Source: an optimization exercise on an open RTL-to-GDS flow (aim: a short achievable clock period and few clock cycles). Production flows keep margins and buffers that such runs may drop. Only simulation tests tie the RTL to the original design; equivalence was not proved. No activity file was given, so power comes from the tool's default toggle rates.

===== design/flow/config.mk =====
export PLATFORM = sky130hd
export DESIGN_NAME = wh8_core
export DESIGN_NICKNAME = wh8_core
export VERILOG_FILES = /design/flow/design.v
export SDC_FILE = /design/flow/constraint.sdc
export NUM_CORES = 4
export LEC_CHECK = 0
export CAP_MARGIN = 20
export CORE_MARGIN = 2
export CORE_UTILIZATION = 40
export SLEW_MARGIN = 20

===== design/flow/constraint.sdc =====
create_clock -name core_clock -period 5.0 [get_ports {clk}]
set_input_delay 1.0000 -clock core_clock [delete_from_list [all_inputs] [get_ports {clk}]]
set_output_delay 1.0000 -clock core_clock [all_outputs]
set_load 0.01 [all_outputs]

===== design/flow/design.v =====
module wh8_core (
    input  wire       clk,
    input  wire       rst,
    input  wire       disp_valid,
    output wire       disp_ready,
    input  wire [1:0] disp_seg,
    input  wire [7:0] disp_pc,
    input  wire [7:0] disp_acc,
    input  wire [7:0] disp_x,
    input  wire [7:0] disp_y,
    input  wire       disp_z,
    input  wire [7:0] disp_ir,
    input  wire [7:0] disp_quantum,
    output wire       mem_req,
    output wire       mem_we,
    output wire [9:0] mem_addr,
    output wire [7:0] mem_wdata,
    input  wire       mem_ack,
    input  wire [7:0] mem_rdata,
    output wire       ret_valid,
    output wire       done_valid,
    output wire [2:0] done_cause,
    output wire [7:0] r_pc,
    output wire [7:0] r_acc,
    output wire [7:0] r_x,
    output wire [7:0] r_y,
    output wire       r_z,
    output wire [7:0] r_ir,
    output reg        con_valid,
    output reg  [7:0] con_data
);
    localparam [7:0] OP_BRK   = 8'h00;
    localparam [7:0] OP_ADC   = 8'h6D;
    localparam [7:0] OP_STA   = 8'h8D;
    localparam [7:0] OP_LDY_I = 8'hA0;
    localparam [7:0] OP_LDX_I = 8'hA2;
    localparam [7:0] OP_LDA_I = 8'hA9;
    localparam [7:0] OP_LDY_A = 8'hAC;
    localparam [7:0] OP_LDA_A = 8'hAD;
    localparam [7:0] OP_LDX_A = 8'hAE;
    localparam [7:0] OP_BNE   = 8'hD0;
    localparam [7:0] OP_NOP   = 8'hEA;
    localparam [7:0] OP_CPX   = 8'hEC;
    localparam [7:0] OP_INC   = 8'hEE;
    localparam [7:0] OP_SYS   = 8'hFF;
    localparam [2:0] C_QUANTUM = 3'd0;
    localparam [2:0] C_BRK     = 3'd1;
    localparam [2:0] C_ILLEGAL = 3'd3;
    localparam [2:0] C_OPSEG   = 3'd5;
    localparam [2:0] C_SYSARG  = 3'd6;
    localparam [2:0] C_STRSEG  = 3'd7;
    localparam [3:0] S_IDLE   = 4'd0;
    localparam [3:0] S_FETCH  = 4'd1;
    localparam [3:0] S_DECODE = 4'd2;
    localparam [3:0] S_ARG1   = 4'd3;
    localparam [3:0] S_ARG2   = 4'd4;
    localparam [3:0] S_EXEC   = 4'd5;
    localparam [3:0] S_READ   = 4'd6;
    localparam [3:0] S_EXEC2  = 4'd7;
    localparam [3:0] S_WRITE  = 4'd8;
    localparam [3:0] S_SYSDEC = 4'd9;
    localparam [3:0] S_SYSSTR = 4'd10;
    localparam [3:0] S_RET    = 4'd11;
    localparam [3:0] S_DONE   = 4'd12;
    reg [3:0] state;
    reg [7:0] pc, acc, x, y, ir;
    reg       z;
    reg [1:0] seg;
    reg [7:0] quantum;
    reg [7:0] qcount;
    reg [7:0] op;
    reg [7:0] lo, hi;
    reg [7:0] data;
    reg [8:0] sptr;       
    reg [1:0] digit;      
    reg [2:0] cause;
    reg       legal;
    reg [1:0] nargs;
    always @(*) begin
        legal = 1'b1;
        nargs = 2'd0;
        case (op)
            OP_BRK, OP_NOP, OP_SYS:                     nargs = 2'd0;
            OP_LDY_I, OP_LDX_I, OP_LDA_I, OP_BNE:       nargs = 2'd1;
            OP_ADC, OP_STA, OP_LDY_A, OP_LDA_A,
            OP_LDX_A, OP_CPX, OP_INC:                   nargs = 2'd2;
            default:                                    legal = 1'b0;
        endcase
    end
    wire [7:0] y_hund = y / 8'd100;
    wire [7:0] y_tens = (y / 8'd10) % 8'd10;
    wire [7:0] y_ones = y % 8'd10;
    reg  [7:0] dec_digit;
    always @(*) begin
        case (digit)
            2'd2:    dec_digit = y_hund;
            2'd1:    dec_digit = y_tens;
            default: dec_digit = y_ones;
        endcase
    end
    assign mem_req = (state == S_FETCH) || (state == S_ARG1) || (state == S_ARG2) ||
                     (state == S_READ)  || (state == S_WRITE) ||
                     (state == S_SYSSTR && !sptr[8]);
    assign mem_we  = (state == S_WRITE);
    assign mem_addr = (state == S_READ || state == S_WRITE) ? {seg, lo} :
                      (state == S_SYSSTR)                   ? {seg, sptr[7:0]} :
                                                              {seg, pc};
    assign mem_wdata = (op == OP_STA) ? acc : data + 8'd1;
    assign disp_ready = (state == S_IDLE);
    assign ret_valid  = (state == S_RET);
    assign done_valid = (state == S_DONE);
    assign done_cause = cause;
    assign r_pc  = pc;
    assign r_acc = acc;
    assign r_x   = x;
    assign r_y   = y;
    assign r_z   = z;
    assign r_ir  = ir;
    wire xfer = mem_req && mem_ack;
    always @(posedge clk) begin
        if (rst) begin
            state     <= S_IDLE;
            pc        <= 8'd0;
            acc       <= 8'd0;
            x         <= 8'd0;
            y         <= 8'd0;
            z         <= 1'b0;
            ir        <= 8'd0;
            seg       <= 2'd0;
            quantum   <= 8'd0;
            qcount    <= 8'd0;
            op        <= 8'd0;
            lo        <= 8'd0;
            hi        <= 8'd0;
            data      <= 8'd0;
            sptr      <= 9'd0;
            digit     <= 2'd0;
            cause     <= 3'd0;
            con_valid <= 1'b0;
            con_data  <= 8'd0;
        end else begin
            con_valid <= 1'b0;
            case (state)
                S_IDLE: begin
                    if (disp_valid) begin
                        seg     <= disp_seg;
                        pc      <= disp_pc;
                        acc     <= disp_acc;
                        x       <= disp_x;
                        y       <= disp_y;
                        z       <= disp_z;
                        ir      <= disp_ir;
                        quantum <= disp_quantum;
                        qcount  <= 8'd0;
                        state   <= S_FETCH;
                    end
                end
                S_FETCH: begin
                    if (xfer) begin
                        op    <= mem_rdata;
                        state <= S_DECODE;
                    end
                end
                S_DECODE: begin
                    if (!legal) begin
                        cause <= C_ILLEGAL;
                        pc <= 8'd0; acc <= 8'd0; x <= 8'd0; y <= 8'd0; z <= 1'b0; ir <= 8'd0;
                        state <= S_DONE;
                    end else begin
                        ir <= op;
                        if (nargs != 2'd0) begin
                            pc    <= pc + 8'd1;
                            state <= S_ARG1;
                        end else begin
                            state <= S_EXEC;
                        end
                    end
                end
                S_ARG1: begin
                    if (xfer) begin
                        lo <= mem_rdata;
                        if (nargs == 2'd2) begin
                            pc    <= pc + 8'd1;
                            state <= S_ARG2;
                        end else begin
                            state <= S_EXEC;
                        end
                    end
                end
                S_ARG2: begin
                    if (xfer) begin
                        hi    <= mem_rdata;
                        state <= S_EXEC;
                    end
                end
                S_EXEC: begin
                    case (op)
                        OP_LDA_I: begin acc <= lo; pc <= pc + 8'd1; state <= S_RET; end
                        OP_LDX_I: begin x   <= lo; pc <= pc + 8'd1; state <= S_RET; end
                        OP_LDY_I: begin y   <= lo; pc <= pc + 8'd1; state <= S_RET; end
                        OP_NOP:   begin pc <= pc + 8'd1; state <= S_RET; end
                        OP_BNE: begin
                            if (!z) pc <= pc + lo + 8'd1;
                            else    pc <= pc + 8'd1;
                            state <= S_RET;
                        end
                        OP_BRK: begin
                            cause <= C_BRK;
                            pc <= 8'd0; acc <= 8'd0; x <= 8'd0; y <= 8'd0; z <= 1'b0; ir <= 8'd0;
                            state <= S_DONE;
                        end
                        OP_SYS: begin
                            if (x == 8'd1) begin
                                if (y >= 8'd100)     digit <= 2'd2;
                                else if (y >= 8'd10) digit <= 2'd1;
                                else                 digit <= 2'd0;
                                state <= S_SYSDEC;
                            end else if (x == 8'd2) begin
                                sptr  <= {1'b0, y};
                                state <= S_SYSSTR;
                            end else begin
                                cause <= C_SYSARG;
                                pc <= 8'd0; acc <= 8'd0; x <= 8'd0; y <= 8'd0; z <= 1'b0; ir <= 8'd0;
                                state <= S_DONE;
                            end
                        end
                        default: begin
                            if (hi != 8'd0) begin
                                cause <= C_OPSEG;
                                pc <= 8'd0; acc <= 8'd0; x <= 8'd0; y <= 8'd0; z <= 1'b0; ir <= 8'd0;
                                state <= S_DONE;
                            end else if (op == OP_STA) begin
                                state <= S_WRITE;
                            end else begin
                                state <= S_READ;
                            end
                        end
                    endcase
                end
                S_READ: begin
                    if (xfer) begin
                        data  <= mem_rdata;
                        state <= S_EXEC2;
                    end
                end
                S_EXEC2: begin
                    case (op)
                        OP_LDA_A: begin acc <= data;       pc <= pc + 8'd1; state <= S_RET; end
                        OP_LDX_A: begin x   <= data;       pc <= pc + 8'd1; state <= S_RET; end
                        OP_LDY_A: begin y   <= data;       pc <= pc + 8'd1; state <= S_RET; end
                        OP_ADC:   begin acc <= acc + data; pc <= pc + 8'd1; state <= S_RET; end
                        OP_CPX:   begin z   <= (data == x); pc <= pc + 8'd1; state <= S_RET; end
                        default:  state <= S_WRITE;    
                    endcase
                end
                S_WRITE: begin
                    if (xfer) begin
                        pc    <= pc + 8'd1;
                        state <= S_RET;
                    end
                end
                S_SYSDEC: begin
                    con_valid <= 1'b1;
                    con_data  <= 8'h30 + dec_digit;
                    if (digit == 2'd0) begin
                        pc    <= pc + 8'd1;
                        state <= S_RET;
                    end else begin
                        digit <= digit - 2'd1;
                    end
                end
                S_SYSSTR: begin
                    if (sptr[8]) begin
                        cause <= C_STRSEG;
                        pc <= 8'd0; acc <= 8'd0; x <= 8'd0; y <= 8'd0; z <= 1'b0; ir <= 8'd0;
                        state <= S_DONE;
                    end else if (xfer) begin
                        if (mem_rdata == 8'd0) begin
                            pc    <= pc + 8'd1;
                            state <= S_RET;
                        end else begin
                            con_valid <= 1'b1;
                            con_data  <= mem_rdata;
                            sptr      <= sptr + 9'd1;
                        end
                    end
                end
                S_RET: begin
                    qcount <= qcount + 8'd1;
                    if (quantum != 8'd0 && qcount + 8'd1 == quantum) begin
                        cause <= C_QUANTUM;
                        state <= S_DONE;
                    end else begin
                        state <= S_FETCH;
                    end
                end
                S_DONE: begin
                    state <= S_IDLE;
                end
                default: state <= S_IDLE;
            endcase
        end
    end
endmodule

===== design/flow/run.sh =====
#!/bin/bash
# synth_recipe.tcl (not shown) runs the flow's synth.tcl, then flattens the netlist and writes it again
# the make line also repeats each setting of config.mk as NAME=value (left out here)
make -C /OpenROAD-flow-scripts/flow DESIGN_CONFIG=/design/flow/config.mk WORK_HOME=/design/flow/orfs CLKGATE_MAP_FILE= SYNTH_SCRIPT=/design/flow/synth_recipe.tcl finish

==> impl_metrics.json <==
{
  "numCtsBuffers": 17,
  "syn_nets": 1288,
  "hold_viol_final": 0,
  "drt_iter0_drc": 644,
  "h-tree-depth": 4,
  "endpoint_kind": "flip-flop",
  "drc_errors": 0,
  "ios": 139,
  "vias_per_cell": 5.87,
  "drive_above_1_share_pct": 8.11,
  "avgRoutedWirePerCell_um": 19.2,
  "die_area_sq_um": 23800,
  "crit_path_max_fanout": 13,
  "gp_congestion": 0.917,
  "arrival_ns": 4.88,
  "path_clk_slew_ns": 0.06,
  "layout_setup_ws_ns": 0.438,
  "grt_overflow": 0,
  "leakagePower_uw": 0.00440,
  "finalCriticalPeriod_ns": 4.56,
  "met1_usage_pct": 34.6,
  "num_rows": 55,
  "clock-sinks": 118,
  "fin_util_pct": 50.4,
  "gr-usage-met3_pct": 4.82,
  "syn_area_sq_um": 9040,
  "place_inst": 1570,
  "finClkSkew_ns": 0.0116,
  "antenna_found_initial": 0,
  "fmax_mhz": 219,
  "final_cells": 1604,
  "portBuffers": 138,
  "relSlewSlack_pct": 23.6,
  "place_ws_ns": 0.341,
  "first_global_vias": 8729,
  "synth_top_area_cell": "dfxtp_1",
  "regMostFlops": "sptr",
  "p_total_uw": 6910,
  "slowest_stage": "dfxtp_1",
  "setup_tns_ns": 0,
  "status": "no timing/DRC/antenna violations",
  "grt_most_used_layer": "met2",
  "die_w_um": 154,
  "track_usage_pct": 25.4,
  "insertedDiodeCount": 0,
  "synth_seq_cells": 118,
  "drv_slew": 0,
  "synth_edf_count": 0,
  "num_vias": 9423,
  "fin_nets": 1397,
  "start_util_pct": 40.3,
  "setup_viol": 0,
  "cp.depth": 21,
  "coreArea_sq_um": 22400,
  "cts_buffer_depth": 2,
  "crit_path_start_kind": "flip-flop",
  "ys.flop_type": "dfxtp_1",
  "async_reset_ff_share_pct": 0,
  "crit_family": "simple AND/OR/NAND/NOR gates",
  "rsz0062_at_grt": "no",
  "largest_reg_flops": 9,
  "hold_start": "seg[0]$_SDFFE_PP0P_",
  "yosys.cell_types.count": 91,
  "cts_tree": "yes",
  "slowest_delay_ns": 0.35,
  "use_met2_pct": 40.4,
  "tightest_slew_ns": 1.14,
  "synthTopCellsByCount": "159 x nor2_1, 118 x dfxtp_1, 111 x nand2_1",
  "dr.pass1.iters": 5,
  "powerDensity_nw_per_um2": 611,
  "hold_buffers": 0,
  "period_share_pct": 91.2,
  "cp_common_cell": "ha_1",
  "netlist_instances": 1197,
  "regToRegEndpoint": "con_data[6]$_SDFFE_PP0P_",
  "hold_path.class": "flip-flop to flip-flop",
  "avgSynthCellArea_sq_um": 7.55,
  "synth.yosys.seq_area_share_pct": 26.1,
  "hold-path-cell-count": 2,
  "grt_pass1_wl_um": 48400,
  "yosysMostFrequentCell": "nor2_1",
  "critical_path_class": "flip-flop to flip-flop",
  "whs_endpoint": "seg[0]$_SDFFE_PP0P_",
  "wl_um": 30800,
  "drv_cap": 0,
  "required_ns": 5.32,
  "worst-path-buf-inv": 3,
  "clock_latency_ns": 0.42,
  "timing.rr.start": "digit[1]$_SDFFE_PP0P_",
  "die_h_um": 154,
  "path_cells": "inv_1, ha_1, buf_4, nor2b_1, ha_1, and3_1, o21ai_1, nand4_1, buf_4, maj3_2, or2_4, a21oi_2, nor3_1, ha_1, nor4_2, o31ai_1, xor2_1, nand3_1, ha_1, xor2_1, a221oi_1",
  "ant_nets": 0,
  "grt_max_degree": 90,
  "ys_top_cells_by_area": "dfxtp_1 26%, nor2_1 6.6%, mux2i_1 6.3%",
  "root_buffer": "clkbuf_16",
  "area.growth.synth_to_final_pct": 25.0,
  "synth_top_area_share_pct": 26.1,
  "dp_hpwl_um": 22100,
  "vdd_drop_max_mv": 0.266,
  "synth_warnings": 1,
  "rr_worst_depth": 21,
  "reg2reg_slack_ns": 0.44
}
==> worst max-delay path by stage <==
stage                                from                  endpoint  slack, ns
floorplan               y[6]$_SDFFE_PP0P_  con_data[6]$_SDFFE_PP0P_       0.49
global placement    digit[1]$_SDFFE_PP0P_  con_data[6]$_SDFFE_PP0P_       0.40
detailed placement  digit[1]$_SDFFE_PP0P_  con_data[6]$_SDFFE_PP0P_       0.34
CTS                 digit[1]$_SDFFE_PP0P_  con_data[6]$_SDFFE_PP0P_       0.28
global route        digit[1]$_SDFFE_PP0P_  con_data[6]$_SDFFE_PP0P_      0.005
finish              digit[1]$_SDFFE_PP0P_  con_data[6]$_SDFFE_PP0P_       0.44
==> cell usage in the layout, fill, tap and decap left out, types with 6 or more instances in the layout <==
cell,synthesis,layout
buf_4,1,33
inv_1,31,30
nor4_1,16,14
nor2_1,159,157
nand2b_1,19,19
a32oi_1,12,12
a31oi_1,10,10
a221oi_1,12,12
dfxtp_1,118,118
or3_1,11,11
a21boi_0,10,10
nand2_1,111,111
a211o_1,6,6
clkdlybuf4s50_1,0,137
nor3_1,35,33
and3_1,14,14
o211ai_1,16,16
ha_1,26,26
a21o_1,9,9
xnor2_1,28,27
a22oi_1,12,12
mux2i_1,57,57
nand3b_1,9,9
nor3b_1,8,8
o21ai_0,59,58
mux2_2,6,6
xor2_1,26,26
nand3_1,41,41
a211oi_1,9,9
clkbuf_16,0,17
o21a_1,6,6
nand4_1,8,8
a21oi_1,90,89
a311oi_1,12,12
nor2b_1,25,25
==> power by group <==
part	switching [uW]	internal, uW	leakage [uW]	total, uW
Combinational	2340	1800	0.00315	4140
Clock	485	800	0.000285	1290
Sequential	336	1150	0.000962	1490
Total	3160	3750	0.00440	6910
==> per-layer routing <==
layer / up-vias / share of wire (%) / wire, um
met1: 4447 / 46 / 14100
met5: - / 0 / 0
li1: 4599 / - / -
met4: 0 / 2.7 / 818
met2: 317 / 46 / 14200
met3: 60 / 5.5 / 1680
==> stage by stage <==
stage | hold WS, ns | cell area [sq um]
finish | 0.460 | 11300
CTS | 0.457 | 11200
global placement | 0.446 | 10600
floorplan | 0.448 | 9040
detailed placement | 0.449 | 10600
global route | 0.485 | 11300
==> cells by family after synthesis <==
group / count (synthesis) / synth area share [%]
AO/OA/AOI/OAI: 326 / 24.6
XOR/XNOR: 56 / 5.67
adder cells (fa/ha/maj): 29 / 4.17
buffers and inverters: 114 / 5.59
flip-flops: 118 / 26.1
multiplexers: 64 / 7.22
AND/OR/NAND/NOR: 490 / 26.6
==> final cells by class <==
class / count / area (sq um)
Clock buffer: 18 / 439
Multi-Input combinational cell: 965 / 6220
Tap cell: 285 / 357
Fill cell: 2227 / 11100
Timing Repair Buffer: 170 / 1620
Clock inverter: 14 / 176
Sequential cell: 118 / 2360
Inverter: 34 / 130
==> worst min-delay path: stages, from the launching register on <==
cell     delay, ns
dfxtp_1       0.31
nand2_1       0.05
a21oi_1       0.05
==> timing repair <==
action / CTS / global route
resized for setup: 0 / 8
setup endpoints to repair: 0 / 2
buffers inserted: 0 / 2
Testbench counts, summed over its fixed seeds: cycles 836,153.

==> re-timing with driven ports <==
The flow's constraints put no driver on any port. The routed layout listed below was extracted and timed again, unchanged, in two steps.
Step 1 (the two cells are an assumption about what drives the block):
set clk [get_ports {clk}]
set_driving_cell -lib_cell sky130_fd_sc_hd__clkbuf_16 $clk
set_driving_cell -lib_cell sky130_fd_sc_hd__buf_2 [delete_from_list [all_inputs] $clk]
Step 2 moves the port delays by t, midway between the first and last clock arrival at a register: inputs arrive t later, outputs are due t later. That takes back most of the time a late clock gives input paths.
a / b / c = ideal ports / drivers / drivers and shift; a / b = the first two.
t, ns: 0.465
setup WS [ns]: 0.438 / 0.438 / 0.438
worst setup path at the end: register to register
worst register clock-pin slew, ns: 0.06 / 0.06
After both steps setup and hold are still met in this run. The setup slack of this run moves by 0.000 ns with the drivers and by 0.000 ns with both steps.
